Background: an optimization exercise with open tools, aiming at small area, a short achievable clock period and few clock cycles per item. Do not read the settings as production practice.
The RTL was checked by simulation tests, not by an equivalence proof against the original design.
Power is estimated from default activity; no workload was simulated.

==> flow/run.sh <==
#!/bin/bash
# synth_recipe.tcl (not shown) runs the flow's synth.tcl, then flattens the netlist and writes it again
# the make line also repeats each setting of config.mk as NAME=value (left out here)
make -C /OpenROAD-flow-scripts/flow DESIGN_CONFIG=/design/flow/config.mk WORK_HOME=/design/flow/orfs CLKGATE_MAP_FILE= SYNTH_SCRIPT=/design/flow/synth_recipe.tcl finish
==> flow/config.mk <==
export PLATFORM = sky130hd
export DESIGN_NAME = emsd_decoder
export DESIGN_NICKNAME = emsd_decoder
export VERILOG_FILES = /design/flow/design.v
export SDC_FILE = /design/flow/constraint.sdc
export NUM_CORES = 4
export LEC_CHECK = 0
export CAP_MARGIN = 20
export CORE_MARGIN = 2
export CORE_UTILIZATION = 40
export SLEW_MARGIN = 20
==> flow/constraint.sdc <==
create_clock -name core_clock -period 12.0 [get_ports {clk}]
set_input_delay 2.4000 -clock core_clock [delete_from_list [all_inputs] [get_ports {clk}]]
set_output_delay 2.4000 -clock core_clock [all_outputs]
set_load 0.01 [all_outputs]
==> flow/design.v <==
module emsd_decoder (
    input  wire        clk,
    input  wire        rst,         
    input  wire        wr_en,
    input  wire [3:0]  wr_addr,
    input  wire [31:0] wr_data,
    input  wire [9:0]  width,
    input  wire [7:0]  offset,
    input  wire        start,
    output wire        busy,
    output reg  [2:0]  rcode,
    output reg  [2:0]  pos,
    output reg  [31:0] digits,
    output reg  [15:0] cursor,
    output reg  [9:0]  modw,
    output reg  [76:0] codes,       
    output reg         nobar,
    output reg         oob,
    output reg         cfgerr
);
    localparam SCAN_MAX = 512;
    localparam S_IDLE  = 3'd0,
               S_SKIP  = 3'd1,
               S_RUN   = 3'd2,
               S_CLS_A = 3'd3,
               S_CLS_B = 3'd4,
               S_VOTE  = 3'd5,
               S_XLATE = 3'd6,
               S_FIN   = 3'd7;
    reg [2:0]   state;
    reg [511:0] sl;
    reg [9:0]   w;        
    reg [7:0]   off;
    reg [15:0]  c;        
    reg [9:0]   n;        
    reg [3:0]   seg;      
    reg [2:0]   m;        
    reg [6:0]   acc;
    reg         a;        
    reg [9:0]   k;        
    reg [9:0]   dark, light;
    assign busy = (state != S_IDLE);
    function automatic in_range(input signed [18:0] idx, input [9:0] len);
        in_range = (idx >= 0) && (idx < $signed({9'd0, len}));
    endfunction
    function automatic sl_read(input signed [18:0] idx, input [9:0] len, input [511:0] buf_);
        sl_read = in_range(idx, len) ? buf_[idx[8:0]] : 1'b1;
    endfunction
    function automatic [2:0] seg_len(input [3:0] s);
        case (s)
            4'd0, 4'd10: seg_len = 3'd3;
            4'd5:        seg_len = 3'd5;
            default:     seg_len = 3'd7;
        endcase
    endfunction
    function automatic [4:0] lookup_left(input [6:0] v);
        case (v)
            7'd114: lookup_left = {1'b1, 4'd0};
            7'd102: lookup_left = {1'b1, 4'd1};
            7'd108: lookup_left = {1'b1, 4'd2};
            7'd66:  lookup_left = {1'b1, 4'd3};
            7'd92:  lookup_left = {1'b1, 4'd4};
            7'd78:  lookup_left = {1'b1, 4'd5};
            7'd80:  lookup_left = {1'b1, 4'd6};
            7'd68:  lookup_left = {1'b1, 4'd7};
            7'd72:  lookup_left = {1'b1, 4'd8};
            7'd116: lookup_left = {1'b1, 4'd9};
            default: lookup_left = 5'd0;
        endcase
    endfunction
    function automatic [4:0] lookup_right(input [6:0] v);
        case (v)
            7'd13: lookup_right = {1'b1, 4'd0};
            7'd25: lookup_right = {1'b1, 4'd1};
            7'd19: lookup_right = {1'b1, 4'd2};
            7'd61: lookup_right = {1'b1, 4'd3};
            7'd35: lookup_right = {1'b1, 4'd4};
            7'd49: lookup_right = {1'b1, 4'd5};
            7'd47: lookup_right = {1'b1, 4'd6};
            7'd59: lookup_right = {1'b1, 4'd7};
            7'd55: lookup_right = {1'b1, 4'd8};
            7'd11: lookup_right = {1'b1, 4'd9};
            default: lookup_right = 5'd0;
        endcase
    endfunction
    wire signed [18:0] idx_a    = $signed({3'd0, c});
    wire signed [18:0] idx_far  = $signed({3'd0, c}) + $signed({9'd0, n})
                                  - $signed({11'd0, off}) - 19'sd1;
    wire signed [18:0] idx_vote = $signed({3'd0, c}) - $signed({11'd0, off})
                                  + $signed({9'd0, k});
    wire signed [18:0] idx_meas = $signed({3'd0, c}) + $signed({9'd0, n});
    wire        v_a     = sl_read(idx_a, w, sl);
    wire        v_far   = sl_read(idx_far, w, sl);
    wire        v_vote  = sl_read(idx_vote, w, sl);
    wire        v_meas  = sl[idx_meas[8:0]];
    wire [9:0]  dark_nx  = dark  + {9'd0, ~v_vote};
    wire [9:0]  light_nx = light + {9'd0, v_vote};
    wire [9:0]  half     = {1'b0, n[9:1]};
    reg [2:0]  t_rcode;
    reg [2:0]  t_pos;
    reg [31:0] t_digits;
    reg        t_fail;
    reg [4:0]  t_lk;
    integer    i;
    always @(*) begin
        t_rcode  = 3'd1;
        t_pos    = 3'd0;
        t_digits = 32'd0;
        t_fail   = 1'b0;
        if (codes[6:0] != 7'd2) begin
            t_fail = 1'b1; t_rcode = 3'd2;
        end
        for (i = 0; i < 4; i = i + 1) begin
            t_lk = lookup_left(codes[7*(1+i) +: 7]);
            if (!t_fail && !t_lk[4]) begin
                t_fail = 1'b1; t_rcode = 3'd3; t_pos = i[2:0];
            end
            t_digits[28 - 4*i +: 4] = t_lk[3:0];
        end
        if (!t_fail && codes[41:35] != 7'd21) begin
            t_fail = 1'b1; t_rcode = 3'd4;
        end
        for (i = 0; i < 4; i = i + 1) begin
            t_lk = lookup_right(codes[7*(6+i) +: 7]);
            if (!t_fail && !t_lk[4]) begin
                t_fail = 1'b1; t_rcode = 3'd3; t_pos = 3'd4 + i[2:0];
            end
            t_digits[12 - 4*i +: 4] = t_lk[3:0];
        end
        if (!t_fail && codes[76:70] != 7'd2) begin
            t_fail = 1'b1; t_rcode = 3'd5;
        end
        if (t_fail) t_digits = 32'hFFFF_FFFF;
    end
    task automatic take_bit(input bit_v);
        reg [6:0] acc_nx;
        begin
            acc_nx = {acc[5:0], bit_v};
            c <= c + {6'd0, n};
            if (m == seg_len(seg) - 3'd1) begin
                codes[7*seg +: 7] <= acc_nx;
                acc <= 7'd0;
                m   <= 3'd0;
                seg <= seg + 4'd1;
                state <= (seg == 4'd10) ? S_XLATE : S_CLS_A;
            end else begin
                acc <= acc_nx;
                m   <= m + 3'd1;
                state <= S_CLS_A;
            end
        end
    endtask
    always @(posedge clk) begin
        if (wr_en && state == S_IDLE)
            sl[32*wr_addr +: 32] <= {wr_data[0],  wr_data[1],  wr_data[2],  wr_data[3],
                                     wr_data[4],  wr_data[5],  wr_data[6],  wr_data[7],
                                     wr_data[8],  wr_data[9],  wr_data[10], wr_data[11],
                                     wr_data[12], wr_data[13], wr_data[14], wr_data[15],
                                     wr_data[16], wr_data[17], wr_data[18], wr_data[19],
                                     wr_data[20], wr_data[21], wr_data[22], wr_data[23],
                                     wr_data[24], wr_data[25], wr_data[26], wr_data[27],
                                     wr_data[28], wr_data[29], wr_data[30], wr_data[31]};
    end
    always @(posedge clk) begin
        if (rst) begin
            state  <= S_IDLE;
            rcode  <= 3'd0;
            pos    <= 3'd0;
            digits <= 32'hFFFF_FFFF;
            cursor <= 16'd0;
            modw   <= 10'd0;
            codes  <= 77'd0;
            nobar  <= 1'b0;
            oob    <= 1'b0;
            cfgerr <= 1'b0;
            w      <= 10'd0;
            off    <= 8'd0;
            c      <= 16'd0;
            n      <= 10'd0;
            seg    <= 4'd0;
            m      <= 3'd0;
            acc    <= 7'd0;
            a      <= 1'b0;
            k      <= 10'd0;
            dark   <= 10'd0;
            light  <= 10'd0;
        end else begin
            case (state)
                S_IDLE: if (start) begin
                    cfgerr <= 1'b0;
                    oob    <= 1'b0;
                    w      <= width;
                    off    <= offset;
                    c      <= 16'd0;
                    n      <= 10'd0;
                    if (width == 10'd0 || width > SCAN_MAX) begin
                        cfgerr <= 1'b1;
                        state  <= S_FIN;
                    end else begin
                        state  <= S_SKIP;
                    end
                end
                S_SKIP: begin
                    if (c[9:0] < w && sl[c[8:0]])
                        c <= c + 16'd1;
                    else
                        state <= S_RUN;
                end
                S_RUN: begin
                    if ({1'b0, c} + {7'd0, n} < {7'd0, w} && !v_meas) begin
                        n <= n + 10'd1;
                    end else begin
                        cursor <= c;
                        modw   <= n;
                        nobar  <= (n == 10'd0);
                        seg    <= 4'd0;
                        m      <= 3'd0;
                        acc    <= 7'd0;
                        state  <= S_CLS_A;
                    end
                end
                S_CLS_A: begin
                    a <= v_a;
                    if (!in_range(idx_a, w)) oob <= 1'b1;
                    state <= S_CLS_B;
                end
                S_CLS_B: begin
                    if (!in_range(idx_far, w)) oob <= 1'b1;
                    if (a == v_far) begin
                        take_bit(a);
                    end else begin
                        k     <= 10'd0;
                        dark  <= 10'd0;
                        light <= 10'd0;
                        state <= S_VOTE;
                    end
                end
                S_VOTE: begin
                    if (k == n) begin
                        take_bit(1'b0);               
                    end else begin
                        if (!in_range(idx_vote, w)) oob <= 1'b1;
                        dark  <= dark_nx;
                        light <= light_nx;
                        k     <= k + 10'd1;
                        if (dark_nx > half)
                            take_bit(1'b0);
                        else if (light_nx > half)
                            take_bit(1'b1);
                    end
                end
                S_XLATE: begin
                    cursor <= c;
                    rcode  <= t_rcode;
                    pos    <= t_pos;
                    digits <= t_digits;
                    state  <= S_IDLE;
                end
                S_FIN: state <= S_IDLE;
                default: state <= S_IDLE;
            endcase
        end
    end
endmodule
==> notes.md <==
[worst max path at each step]
stage,cells past startpoint,from,endpoint,slack (ps)
after global routing,34,c[1],codes[10],1350
after floorplan,1,wr_en,sl[0],2930
final,34,c[1],codes[43],2220
after CTS,34,c[1],codes[10],2410
after global placement,34,c[1],codes[23],2480
after detailed placement,26,c[1],codes[36],2410
[cells in the final DEF, fill, tap and decap left out, types with 44 or more instances in the layout]
cell | netlist | final
xor2_1 | 47 | 45
a21oi_1 | 179 | 179
clkbuf_16 | 0 | 92
a22o_1 | 68 | 68
o211ai_1 | 61 | 61
nand3_1 | 91 | 91
nor2_1 | 194 | 193
xnor2_1 | 46 | 44
clkdlybuf4s50_1 | 0 | 175
mux2_2 | 484 | 484
buf_4 | 14 | 83
dfxtp_1 | 235 | 233
mux2i_1 | 170 | 170
o21ai_0 | 117 | 117
nand2_1 | 389 | 388
nor3_1 | 56 | 56
mux4_2 | 536 | 536
edfxtp_1 | 512 | 512
nand4_1 | 46 | 46
ha_1 | 116 | 113
inv_1 | 119 | 118
[cell families after synthesis]
group | count (synthesis)
AO/OA/AOI/OAI | 819
XOR/XNOR | 95
adder cells (fa/ha/maj) | 121
buffers and inverters | 510
flip-flops | 747
multiplexers | 1190
AND/OR/NAND/NOR | 987
[synthesized netlist by cell type (24+ instances only)]
library cell,n,area (um^2)
a211oi_1,27,203
a21oi_1,179,896
a221oi_1,24,210
a22o_1,68,596
a22oi_1,31,233
a31oi_1,39,244
buf_1,65,244
buf_2,62,310
clkbuf_1,225,845
dfxtp_1,235,4700
edfxtp_1,512,15400
ha_1,116,1450
inv_1,119,447
mux2_2,484,5450
mux2i_1,170,1700
mux4_2,536,12100
nand2_1,389,1460
nand2b_1,31,194
nand3_1,91,455
nand4_1,46,288
nor2_1,194,728
nor2b_1,44,275
nor3_1,56,280
o211ai_1,61,458
o21ai_0,117,586
o32ai_1,40,350
xnor2_1,46,403
xor2_1,47,412
[report_power, final]
group          switching [mW]  internal (mW)  leakage, nW  total, mW
clock                    1.24           1.64         1.49       2.89
combinational            4.96           4.26         12.2       9.22
sequential              0.826           3.78         6.74       4.60
[layout make-up]
cell class              instances  area (um^2)
diodes                          7         17.5
clock buffers                 117         2490
clock inverters                51          562
fillers                     12367        74300
inverters                     124          468
multi-input cells            3212        32300
flip-flops and latches        747        20100
well taps                    1781         2230
repair buffers                291         2650
[registers in the layout (all words and copies together), names as in the netlist, 4 cells and up, named ones only]
name    cells
c          16
modw       10
off         8
cursor     16
digits     32
sl        512
acc         6
dark       10
seg         4
n          10
light      10
k          10
w          10
codes      66
[metal layers]
metal  wire length [um]  vias to the layer above  global-route usage [%]
met3              24900                      614                    7.98
li1                   -                    17908                       -
met1              76100                    21982                    37.5
met2              89600                     3140                    42.9
met5                 38                        -                   0.349
met4              12100                        6                    14.9
[tightest hold or removal path, delay by kind of cell (launching register included)]
family,cells,cell delay [ps]
AO/OA/AOI/OAI,1,50
flip-flops,1,310
AND/OR/NAND/NOR,1,50
[through the flow]
step                setup slack (ps)  total power [mW]  hold slack (ps)  area, um^2
floorplan                       2930              10.9              436       54400
detailed placement              2410              13.6              450       57700
CTS                             2410              16.5              457       60800
global placement                2480              13.5              443       57700
global route                    1350              17.3              474       60800
finish                          2220              16.7              455       60800
==> notes.md <==
* Num CTS Buffers at 90
* Die Width at 373 um
* Clock Tree Root: clkbuf_16
* DRT iter0 DRCs at 5981
* Worst R2R Path Depth at 34
* Most used cell, CP: o21ai_0
* Fraction of layout cells with a size suffix above 1 at 29.9%
* Critical path buffers and inverters at 1
* Clk_skew at 65.1 ps
* Postcts setup bufs at 0
* Worst-Margin Slew at 1320 ps
* Synthesized flop and latch total at 747
* Syn avg cell area at 12.2 um^2
* Post-CTS resize count at 0
* Layout area overhead at 11.8%
* Slew Limit Fails at 0
* Max Clock Freq at 102 MHz
* CP Launch Type: flip-flop
* Synth Warn # at 1
* RSZ-0062 raised after global routing: no
* PwrDens at 275 nW/um^2
* EDFF count, synth at 512
* WL/cell at 32.0 um
* Final WL at 203000 um
* Clock latency (worst-skew pair) at 750 ps
* Port Buf Inserts at 202
* Antenna violations before repair at 14
* Antenna Nets Post-Route at 0
* Asr flop ratio synth at 0%
* Final period util at 81.5%
* Initial core utilization at 40.2%
* Critical path data arrival time at 10360 ps
* Global-route wire length before repair at 295000 um
* Num Clock Sinks at 747
* Synth unique cells at 104
* Main combinational cell family by area after synthesis: multiplexers
* # nets final at 4645
* Synth Area in XOR/XNOR at 1.56%
* Proportion of synthesized chip area in sequential cells at 36.9%
* R2r startpoint: c[1]
* WP data required at 12580 ps
* Min-delay src: w[1]
* Crit path max-delay family: compound AO/OA/AOI/OAI gates
* Post-synthesis simple-gate area fraction at 8.57%
* Chip Height at 373 um
* Post-synthesis adder-cell area fraction at 2.85%
* Post-layout minimum cycle time at 9780 ps
* GR Overflow Total at 0
* Fin cells at 6330
* P_leak at 20.4 nW
* Post-synthesis net count at 4648
* Slowest CP cell: xnor2_1
* Gp weighted congestion at 0.953
* Clock tree from TritonCTS: built
* Largest net degree at the start of global routing at 147
* Placed cells at 6155
* Worst VDD drop at 371 uV
* Total I/O pin count at 203
* DP Wirelength at 129000 um
* Vias in the first global route at 40851
* Worst Hold Path EP: w[1]
* Hold buffer count at CTS at 0
* Run status: finished clean
* Core area at 135000 um^2
* Row count at 135
* R2R Path End: codes[43]
* Portion of netlist area occupied by mux cells at 35.3%
* Max-cap check violation count at 0
* Die Area at 139000 um^2
* Cells on Worst Hold Path at 2
* Layout Utilization at 45.0%
* R2R Setup Slk at 2220 ps
* DR pass1 iterations at 6
* Critical Path End Type: flip-flop
* Htree depth at 3
* GRT Util Overall at 28.6%
* Final hold vios at 0
* Vias at 43650
* Via density at 6.90
* WS Path Type: reg -> reg
* Setup violators final at 0
* Dominant synthesized flop cell: edfxtp_1
* Clk slew on worst S/H paths at 70 ps
* Slew margin rel. at 11.9%
* Max incr delay on CP at 900 ps
* Mapped Cells at 4469
* Mapped Area at 54400 um^2
* Hold Path Class: reg -> reg
* Clock buffer depth at 3
* Compound-Gate Fraction of Synth Area at 10.7%
* Crit path max fanout at 18
* Drt drc at 0
* Setup tns final at 0 ps
Testbench counts, summed over its fixed seeds: cycles 35,636, items 192.

static timing again, ports no longer ideal:
No port has a modelled driver above. Below, the same layout with a new extraction and two added sets of constraints. Step 1 sets driving cells, clkbuf_16 on the clock port and buf_2 on the other inputs (assumed; they add their load-dependent delay and slew). Step 2, shift: input delay + t, output delay - t, t = (earliest + latest rising clock arrival at the registers) / 2. This alone moves slack from input paths to output paths. Slacks: ideal ports / drivers / drivers and shift; pairs: ideal ports / drivers.
shift t [ns]: 0.800
setup WS [ns]: 2.220 / 2.220 / 2.220
worst hold slack (ns): 0.455 / 0.455 / 0.455
worst data-port slew with drivers (ns): 0.12
After both steps this run still meets setup and hold. The setup slack of this run moves by 0.000 ns with the drivers and by 0.000 ns with both steps.
